What follows belongs to an exercise in optimizing a design on an open flow for small area; a production flow would make more cautious choices. Only simulation tests tie the RTL to the original design; equivalence was not proved. Power is estimated from default activity; no workload was simulated.

==> job 3861 <==
Design topo_discovery, start of the top module:
module topo_discovery (
    input  wire          clk,
    input  wire          rst,
    input  wire [15:0]   now,
    input  wire          hw_valid,
    input  wire [7:0]    hw_len,
    input  wire [23:0]   hw_data,
    input  wire          hr_valid,
    output reg  [7:0]    hr_data,
    output wire          sel_n,
    output reg           xf_valid,
    output wire [4:0]    xf_len,
    output wire [71:0]   xf_tx,
    input  wire [71:0]   xf_rx,
    output reg           irq_n
);
    localparam [2:0] S_READY  = 3'd0;
    localparam [2:0] S_PRE    = 3'd1;
    localparam [2:0] S_POST   = 3'd2;
    localparam [2:0] S_UPDATE = 3'd3;
    localparam [2:0] S_PACE   = 3'd4;
    localparam [2:0] S_FAULT  = 3'd5;
    localparam [1:0] B_IDLE   = 2'd0;
    localparam [1:0] B_ACTIVE = 2'd1;
    localparam [1:0] B_AWAIT  = 2'd2;
    localparam [1:0] B_AVAIL  = 2'd3;
    reg [13:0]  prev_now;
    reg [2:0]   st;
    reg         sf;             
    reg [3:0]   cnt;            
    reg         lz;             
    reg [4:0]   e_eng;          
    reg [15:0]  pace_dl;
    reg [63:0]  mask;
    reg [63:0]  bank_a;
    reg [63:0]  bank_b;
    reg         cur;            
    reg [111:0] qm;             
    reg [4:0]   wptr;           
    reg [4:0]   cptr;           
    reg [4:0]   rptr;
    reg         pend;           
    reg         upd;            
    reg         win;            
    reg         first;
    reg [4:0]   ptr;            
    reg [4:0]   lim;            
    reg [1:0]   br_state;
    reg         active;
    reg         armed;
    reg [7:0]   reply;
    reg [5:0]   e_br;           
    wire [13:0] delta = now[13:0] - prev_now;
    wire        open  = (delta != 14'd0);
    wire        dbig5 = |delta[13:5];
    wire        dbig6 = |delta[13:6];
    wire [5:0]  e_eng_sum = {1'b0, e_eng} + {1'b0, delta[4:0]};
    wire [4:0]  e_eng_cur = (dbig5 | e_eng_sum[5]) ? 5'd31 : e_eng_sum[4:0];
  ...
clock: 100.0 ns
lec_check: 0
cap_margin: 20
core_margin: 2
core_utilization: 30
cts_buf_list: sky130_fd_sc_hd__clkbuf_4
place_density: 0.5
slew_margin: 20
standard.sh (not shown) runs the stock make flow with config.mk's settings and CLKGATE_MAP_FILE= SYNTH_SCRIPT=/design/flow/synth_recipe.tcl, a recipe that flattens the netlist after the stock synthesis.
==> flow/flow/run.sh <==
#!/bin/bash
# Standard synthesis, then an area re-map of its combinational logic (same
# registers), then the standard layout with the smallest buffer on the ports.
set -euo pipefail
here=$(pwd)
res=$here/orfs/results/$FLOW_PLATFORM/topo_discovery/base

bash standard.sh synth > make_synth.log 2>&1

cp $res/1_2_yosys.v $here/1_2_yosys.standard.v
export REMAP_LIB=$FLOW_HOME/platforms/$FLOW_PLATFORM/lib/sky130_fd_sc_hd__tt_025C_1v80.lib
export REMAP_TOP=$FLOW_TOP
export REMAP_IN=$here/1_2_yosys.standard.v
export REMAP_OUT=$here/1_2_yosys.remap.v
export REMAP_SCRIPT=$here/flow/remap.abc
export REMAP_DONT_USE="$(sed -n '/DONT_USE_CELLS += /,/^#/p' $FLOW_HOME/platforms/$FLOW_PLATFORM/config.mk | grep -o 'sky130_fd_sc_hd__[a-z0-9_]*' | tr '\n' ' ')"
yosys -c flow/remap.tcl > yosys_remap.log 2>&1
cp $REMAP_OUT $res/1_2_yosys.v
rm -f $res/1_synth.odb $res/1_synth.sdc

bash standard.sh "BUFFER_PORTS_ARGS=-buffer_cell sky130_fd_sc_hd__buf_1" finish > make_finish.log 2>&1
==> flow/flow/remap.abc <==
strash; ifraig; scorr; dc2; strash; &get -n; &deepsyn -T 20; &dch -f; &nf -R 1000; &put
==> flow/flow/remap.tcl <==
# Re-map the combinational logic of the standard synthesis netlist for area.
# Flip-flops and tie cells are kept as they are (same instances, names and
# cell types); only the gates between them are re-synthesized by ABC.
yosys -import
set lib $::env(REMAP_LIB)
read_liberty -ignore_miss_func $lib
foreach m [list sky130_fd_sc_hd__*df* sky130_fd_sc_hd__*dl* sky130_fd_sc_hd__conb_1] {
    yosys blackbox $m
}
read_verilog $::env(REMAP_IN)
hierarchy -top $::env(REMAP_TOP)
flatten
opt -purge
set du {}
foreach c $::env(REMAP_DONT_USE) { lappend du -dont_use $c }
abc -liberty $lib {*}$du -script $::env(REMAP_SCRIPT)
opt_clean -purge
hilomap -singleton -hicell sky130_fd_sc_hd__conb_1 HI -locell sky130_fd_sc_hd__conb_1 LO
insbuf -buf sky130_fd_sc_hd__buf_4 A X
opt_clean -purge
stat -liberty $lib
write_verilog -noattr -noexpr -nohex -nodec $::env(REMAP_OUT)
==> job 8552: changes against job 3861 <==
--- a/flow/design.v
+++ b/flow/design.v
@@ -25,17 +25,17 @@
     localparam [1:0] B_AWAIT  = 2'd2;
     localparam [1:0] B_AVAIL  = 2'd3;
     reg [13:0]  prev_now;
     reg [2:0]   st;
     reg         sf;             
     reg [3:0]   cnt;            
     reg         lz;             
     reg [4:0]   e_eng;          
-    reg [15:0]  pace_dl;
+    reg [15:0]  pace_e;         
     reg [63:0]  mask;
     reg [63:0]  bank_a;
     reg [63:0]  bank_b;
     reg         cur;            
     reg [111:0] qm;             
     reg [4:0]   wptr;           
     reg [4:0]   cptr;           
     reg [4:0]   rptr;
@@ -53,18 +53,18 @@
     wire [13:0] delta = now[13:0] - prev_now;
     wire        open  = (delta != 14'd0);
     wire        dbig5 = |delta[13:5];
     wire        dbig6 = |delta[13:6];
     wire [5:0]  e_eng_sum = {1'b0, e_eng} + {1'b0, delta[4:0]};
     wire [4:0]  e_eng_cur = (dbig5 | e_eng_sum[5]) ? 5'd31 : e_eng_sum[4:0];
     wire [6:0]  e_br_sum  = {1'b0, e_br} + {1'b0, delta[5:0]};
     wire [5:0]  e_br_now  = (dbig6 | e_br_sum[6]) ? 6'd63 : e_br_sum[5:0];
-    wire [15:0] pace_diff = now - pace_dl;
-    wire        pace_exp  = ~pace_diff[15];
+    wire [15:0] pace_cur  = pace_e + {2'b00, delta};
+    wire        pace_exp  = ~pace_cur[15];
     wire [3:0] n_nodes = sf ? cnt : 4'd0;
     reg  [7:0] nvalid;              
     integer i;
     always @* begin
         for (i = 0; i < 8; i = i + 1)
             nvalid[i] = (i < n_nodes);
     end
     wire st_old = (st == S_POST) || (st == S_UPDATE);
@@ -142,74 +142,79 @@
     wire [7:0] node_arg = hw_data[15:8];
     wire w_count   = hw_valid && cmd == 8'h03 && hw_len >= 8'd1;
     wire w_mask    = hw_valid && cmd == 8'h05 && hw_len >= 8'd3 && node_arg < 8'd8;
     wire w_sensors = hw_valid && cmd == 8'h06 && hw_len >= 8'd2 && node_arg < 8'd8;
     wire w_on      = hw_valid && cmd == 8'h09 && hw_len >= 8'd1;
     wire w_off     = hw_valid && cmd == 8'h0A && hw_len >= 8'd1;
     wire [63:0] sbits = sbank ? bank_b : bank_a;
     wire [7:0]  sbyte = nvalid[node_arg[2:0]] ? sbits[8*node_arg[2:0] +: 8] : 8'hFF;
+    reg [15:0] rx_zero;
+    integer z;
+    always @* begin
+        rx_zero = 16'd0;
+        for (z = 1; z <= 9; z = z + 1)
+            rx_zero[z] = (xf_rx[8*(z-1) +: 8] == 8'h00);
+    end
     reg [2:0]  st_n;
     reg        sf_n;
     reg [3:0]  cnt_n;
     reg        lz_n;
     reg [4:0]  e_eng_n;
-    reg [15:0] pace_dl_n;
+    reg [15:0] pace_e_n;
     reg [7:0]  mask_we;
     reg        mask_def;
     reg        exch;
     reg        pend_n, upd_n, win_n, first_n;
     reg [4:0]  ptr_n;
     reg [4:0]  wptr_n, cptr_n, rptr_n;
     reg [1:0]  br_state_n;
     reg        active_n, armed_n;
     reg [7:0]  reply_n;
     reg [5:0]  e_br_n;
     reg        irq_n_n;
     reg [7:0]  hr_data_n;
     reg        q_empty, pop;
-    reg [7:0]  last_byte;
     always @* begin
         st_n = st; sf_n = sf; cnt_n = cnt; lz_n = lz; e_eng_n = e_eng_cur;
-        pace_dl_n = pace_dl; mask_we = 8'd0; mask_def = 1'b0; exch = 1'b0;
+        pace_e_n = pace_cur; mask_we = 8'd0; mask_def = 1'b0; exch = 1'b0;
         pend_n = pend_k; upd_n = commit; win_n = win; first_n = first;
         ptr_n = ptr; wptr_n = wptr; cptr_n = cptr; rptr_n = rptr;
         br_state_n = br_state; active_n = active; armed_n = armed;
         reply_n = reply; e_br_n = e_br_now; irq_n_n = irq_n; hr_data_n = hr_data;
         pop = 1'b0;
-        last_byte = xf_rx[8*(cnt-4'd1) +: 8];
         if (w_count && !active) begin
             reply_n = {4'd0, n_nodes};
             armed_n = 1'b1;
         end
         if (w_mask)
             mask_we[node_arg[2:0]] = 1'b1;
         if (w_sensors && !active) begin
             reply_n = sbyte;
             armed_n = 1'b1;
         end
         if (w_on)  active_n = 1'b1;
         if (w_off) active_n = 1'b0;
+        hr_data_n = reply_n;
         if (hr_valid) begin
-            hr_data_n = reply_n;
             armed_n   = 1'b0;
             e_br_n    = 6'd0;
             if (q_was_empty)
                 irq_n_n = 1'b1;
         end
         if (open) begin
             case (st)
                 S_READY: begin
                     e_eng_n = 5'd0;
                     st_n    = S_PRE;
                 end
                 S_PRE: begin
                     if (e_eng_cur >= 5'd10) begin
                         exch    = 1'b1;
-                        lz_n    = (last_byte == 8'h00);
+                        lz_n    = rx_zero[cnt];
                         e_eng_n = 5'd0;
                         st_n    = S_POST;
                     end
                 end
                 S_POST: begin
                     if (e_eng_cur >= 5'd20)
                         st_n = S_UPDATE;
                 end
@@ -218,29 +223,29 @@
                         st_n = S_PACE;
                     end else if (lz) begin
                         if (cnt == 4'd1) begin
                             st_n = S_FAULT;
                         end else begin
                             cnt_n     = cnt - 4'd1;
                             sf_n      = 1'b1;
                             mask_def  = 1'b1;
-                            pace_dl_n = now + 16'd50;
+                            pace_e_n  = -16'd50;
                             st_n      = S_PACE;
                         end
                     end else if (cnt <= 4'd8) begin
                         cnt_n = cnt + 4'd1;
                         st_n  = S_READY;
                     end else begin
                         st_n = S_FAULT;
                     end
                 end
                 S_PACE: begin
                     if (pace_exp) begin
-                        pace_dl_n = now + 16'd50;
+                        pace_e_n  = -16'd50;
                         st_n      = S_READY;
                     end
                 end
                 default: ;
             endcase
         end
         wptr_n = wptr + {2'b00, nlv};
         if (nlv != 3'd0) begin
@@ -299,19 +304,20 @@
         if (pop) begin
             reply_n = {q_head[6], 1'b0, q_head[5:0]};
             rptr_n  = rptr + 5'd1;
             armed_n = 1'b1;
             irq_n_n = 1'b0;
             e_br_n  = 6'd0;
         end
     end
+    wire [7:0] mask_d = mask_def ? 8'h03 : sf ? hw_data[23:16] : 8'h00;
     assign sel_n  = (st != S_PRE);
     assign xf_len = {1'b0, cnt};
-    assign xf_tx  = {8'h00, mask & {64{sf}}};
+    assign xf_tx  = {mask[7:0], mask};
     always @(posedge clk) begin
         prev_now <= now[13:0];
         if (rst) begin
             st       <= S_READY;
             sf       <= 1'b0;
             cnt      <= 4'd1;
             xf_valid <= 1'b0;
             wptr     <= 5'd0;
@@ -340,34 +346,29 @@
             active   <= active_n;
             armed    <= armed_n;
             reply    <= reply_n;
             irq_n    <= irq_n_n;
         end
     end
     integer b, k;
     always @(posedge clk) begin
-        if (!rst) begin
-            lz      <= lz_n;
-            e_eng   <= e_eng_n;
-            pace_dl <= pace_dl_n;
-            e_br    <= e_br_n;
-            first   <= first_n;
-            win     <= win_n;
-            ptr     <= ptr_n;
-            lim     <= lim_eff;
-            hr_data <= hr_data_n;
-            if (exch) begin
-                if (cur) bank_a <= xf_rx[63:0];
-                else     bank_b <= xf_rx[63:0];
-            end
-            for (b = 0; b < 8; b = b + 1) begin
-                if (mask_def && (b + 1 < cnt))
-                    mask[8*b +: 8] <= 8'h03;
-                else if (mask_we[b])
-                    mask[8*b +: 8] <= hw_data[23:16];
-            end
-            for (k = 0; k < 16; k = k + 1)
-                if (qwe[k])
-                    qm[7*k +: 7] <= rot[7*(k%4) +: 7];
-        end
+        lz      <= lz_n;
+        e_eng   <= e_eng_n;
+        pace_e  <= pace_e_n;
+        e_br    <= e_br_n;
+        first   <= first_n;
+        win     <= win_n;
+        ptr     <= ptr_n;
+        lim     <= lim_eff;
+        hr_data <= hr_data_n;
+        if (exch) begin
+            if (cur) bank_a <= xf_rx[63:0];
+            else     bank_b <= xf_rx[63:0];
+        end
+        for (b = 0; b < 8; b = b + 1)
+            if ((mask_def && (b + 1 < cnt)) || !sf || mask_we[b])
+                mask[8*b +: 8] <= mask_d;
+        for (k = 0; k < 16; k = k + 1)
+            if (qwe[k])
+                qm[7*k +: 7] <= rot[7*(k%4) +: 7];
     end
 endmodule
--- a/flow/flow/run.sh
+++ b/flow/flow/run.sh
@@ -13,9 +13,11 @@
 export REMAP_IN=$here/1_2_yosys.standard.v
 export REMAP_OUT=$here/1_2_yosys.remap.v
 export REMAP_SCRIPT=$here/flow/remap.abc
 export REMAP_DONT_USE="$(sed -n '/DONT_USE_CELLS += /,/^#/p' $FLOW_HOME/platforms/$FLOW_PLATFORM/config.mk | grep -o 'sky130_fd_sc_hd__[a-z0-9_]*' | tr '\n' ' ')"
 yosys -c flow/remap.tcl > yosys_remap.log 2>&1
 cp $REMAP_OUT $res/1_2_yosys.v
 rm -f $res/1_synth.odb $res/1_synth.sdc
 
-bash standard.sh "BUFFER_PORTS_ARGS=-buffer_cell sky130_fd_sc_hd__buf_1" finish > make_finish.log 2>&1
+bash standard.sh "BUFFER_PORTS_ARGS=-buffer_cell sky130_fd_sc_hd__buf_1" \
+    "CTS_ARGS=-sink_clustering_enable -repair_clock_nets -dont_use_dummy_load -buf_list sky130_fd_sc_hd__clkbuf_8 -sink_clustering_size 20 -sink_clustering_max_diameter 60" \
+    finish > make_finish.log 2>&1
==> flow/flow/remap.abc (replaced) <==
strash; ifraig; scorr; dc2; strash; &get -n; &deepsyn -T 60; &dch -f; &nf -R 1000; &put
--- a/flow/flow/remap.tcl
+++ b/flow/flow/remap.tcl
@@ -10,13 +10,16 @@
 read_verilog $::env(REMAP_IN)
 hierarchy -top $::env(REMAP_TOP)
 flatten
 opt -purge
 set du {}
 foreach c $::env(REMAP_DONT_USE) { lappend du -dont_use $c }
 abc -liberty $lib {*}$du -script $::env(REMAP_SCRIPT)
 opt_clean -purge
+# a second pass on the mapped gates finds a little more
+abc -liberty $lib {*}$du -script $::env(REMAP_SCRIPT)
+opt_clean -purge
 hilomap -singleton -hicell sky130_fd_sc_hd__conb_1 HI -locell sky130_fd_sc_hd__conb_1 LO
 insbuf -buf sky130_fd_sc_hd__buf_4 A X
 opt_clean -purge
 stat -liberty $lib
 write_verilog -noattr -noexpr -nohex -nodec $::env(REMAP_OUT)
==> flow/config.mk (replaced) <==
export PLATFORM = sky130hd
export DESIGN_NAME = topo_discovery
export DESIGN_NICKNAME = topo_discovery
export VERILOG_FILES = /design/flow/design.v
export SDC_FILE = /design/flow/constraint.sdc
export NUM_CORES = 4
export LEC_CHECK = 0
export CAP_MARGIN = 5
export CORE_MARGIN = 2
export CORE_UTILIZATION = 55
export CTS_BUF_LIST = sky130_fd_sc_hd__clkbuf_4
export PLACE_DENSITY = 0.75
export SLEW_MARGIN = 5
==> job 8823: changes against job 3861 <==
--- a/flow/design.v
+++ b/flow/design.v
@@ -126,21 +126,16 @@
         for (j = 0; j < 4; j = j + 1)
             case ((j - wptr[1:0]) & 2'd3)
                 2'd0: rot[7*j +: 7] = ev0;
                 2'd1: rot[7*j +: 7] = ev1;
                 2'd2: rot[7*j +: 7] = ev2;
                 default: rot[7*j +: 7] = ev3;
             endcase
     end
-    wire [15:0] wdec = 16'd1 << wptr[3:0];
-    wire [15:0] qwe  = ({16{lv[0]}} & wdec) |
-                       ({16{lv[1]}} & {wdec[14:0], wdec[15]}) |
-                       ({16{lv[2]}} & {wdec[13:0], wdec[15:14]}) |
-                       ({16{lv[3]}} & {wdec[12:0], wdec[15:13]});
     wire       q_was_empty = (cptr == rptr);
     wire [6:0] q_head = (wptr == rptr) ? ev0 : qm[7*rptr[3:0] +: 7];
     wire [7:0] cmd      = hw_data[7:0];
     wire [7:0] node_arg = hw_data[15:8];
     wire w_count   = hw_valid && cmd == 8'h03 && hw_len >= 8'd1;
     wire w_mask    = hw_valid && cmd == 8'h05 && hw_len >= 8'd3 && node_arg < 8'd8;
     wire w_sensors = hw_valid && cmd == 8'h06 && hw_len >= 8'd2 && node_arg < 8'd8;
     wire w_on      = hw_valid && cmd == 8'h09 && hw_len >= 8'd1;
@@ -361,13 +356,13 @@
             end
             for (b = 0; b < 8; b = b + 1) begin
                 if (mask_def && (b + 1 < cnt))
                     mask[8*b +: 8] <= 8'h03;
                 else if (mask_we[b])
                     mask[8*b +: 8] <= hw_data[23:16];
             end
             for (k = 0; k < 16; k = k + 1)
-                if (qwe[k])
+                if ((k[3:0] - wptr[3:0]) < {1'b0, nlv})
                     qm[7*k +: 7] <= rot[7*(k%4) +: 7];
         end
     end
 endmodule
==> flow/flow/run.sh (replaced) <==
#!/bin/bash
# Standard layout, with the smallest buffer on the ports.
set -euo pipefail
bash standard.sh "BUFFER_PORTS_ARGS=-buffer_cell sky130_fd_sc_hd__buf_1" finish > make_finish.log 2>&1
removed: flow/flow/remap.abc
removed: flow/flow/remap.tcl
==> comparison table <==
Result of the run: job 3861 complete, no violations; job 8823 complete, no violations; job 8552 complete, no violations
Period utilization: job 3861 25.2%; job 8823 25.1%; job 8552 27.9%
Met1 routing resource usage after global routing: job 3861 32.7%; job 8823 27.7%; job 8552 49.1%
Pin count of the biggest net entering global routing: job 3861 66; job 8823 65; job 8552 74
Clk root buf: job 3861 sky130_fd_sc_hd__clkbuf_4; job 8823 sky130_fd_sc_hd__clkbuf_4; job 8552 sky130_fd_sc_hd__clkbuf_8
Met3 GRT Util: job 3861 5.28%; job 8823 4.20%; job 8552 5.68%
Top cell class by occupied area: job 3861 sequential cells; job 8823 multi-input gates; job 8552 sequential cells
Clock power share: job 3861 38.6%; job 8823 40.0%; job 8552 22.3%
Routed wire length: job 3861 91200 um; job 8823 98100 um; job 8552 70600 um
Clock transition at the registers of the reported paths: job 3861 0.07 ns; job 8823 0.06 ns; job 8552 0.10 ns
Number of H-tree levels: job 3861 3; job 8823 3; job 8552 1
Average wire length per cell after detail routing: job 3861 25.5 um; job 8823 24.8 um; job 8552 25.1 um
Delay of the slowest cell on the worst path: job 3861 0.68 ns; job 8823 0.87 ns; job 8552 0.85 ns
GR met2 Demand/Resource: job 3861 37.7%; job 8823 34.3%; job 8552 56.2%
Sequential Power: job 3861 192 uW; job 8823 190 uW; job 8552 201 uW
DRC violation total after the first TritonRoute iteration: job 3861 1999; job 8823 2163; job 8552 2331
Total power draw: job 3861 380 uW; job 8823 381 uW; job 8552 343 uW
Sequential Area: job 3861 0.0117 mm2; job 8823 0.0117 mm2; job 8552 0.0112 mm2
Met3 layer wire length in the routed design: job 3861 7200 um; job 8823 6710 um; job 8552 7960 um
Fraction of power spent switching nets: job 3861 27.8%; job 8823 26.3%; job 8552 28.4%
Routability congestion estimate from global placement: job 3861 0.967; job 8823 0.988; job 8552 1.04
Wire length of the first global-routing pass: job 3861 132000 um; job 8823 143000 um; job 8552 104000 um

-- what the ideal ports hide --
The results above use ideal ports. As a check the final layouts listed here were re-extracted and re-timed, cells and wires unchanged. Step 1 (the two cells are an assumption about what drives the block):
set clk [get_ports {clk}]
set_driving_cell -lib_cell sky130_fd_sc_hd__clkbuf_16 $clk
set_driving_cell -lib_cell sky130_fd_sc_hd__buf_2 [delete_from_list [all_inputs] $clk]
Step 2, shift: input delay + t, output delay - t, t = (earliest + latest rising clock arrival at the registers) / 2. This alone moves slack from input paths to output paths. a / b / c = ideal ports / drivers / drivers and shift; a / b = the first two.
run	shift t [ns]	slack for setup (ns)	worst hold slack (ns)	worst data-port slew with drivers (ns)
job 3861	0.962	74.773 / 74.811 / 73.849	0.494 / 0.494 / 0.494	0.07
job 8552	0.668	72.073 / 72.104 / 71.436	0.495 / 0.495 / 0.495	0.05
job 8823	0.953	74.877 / 74.918 / 73.966	0.498 / 0.498 / 0.498	0.16
After both steps setup and hold are still met in every run listed. For job 3861, which loses most, drivers alone change the setup slack by +0.038 ns; drivers and shift together by -0.924 ns.
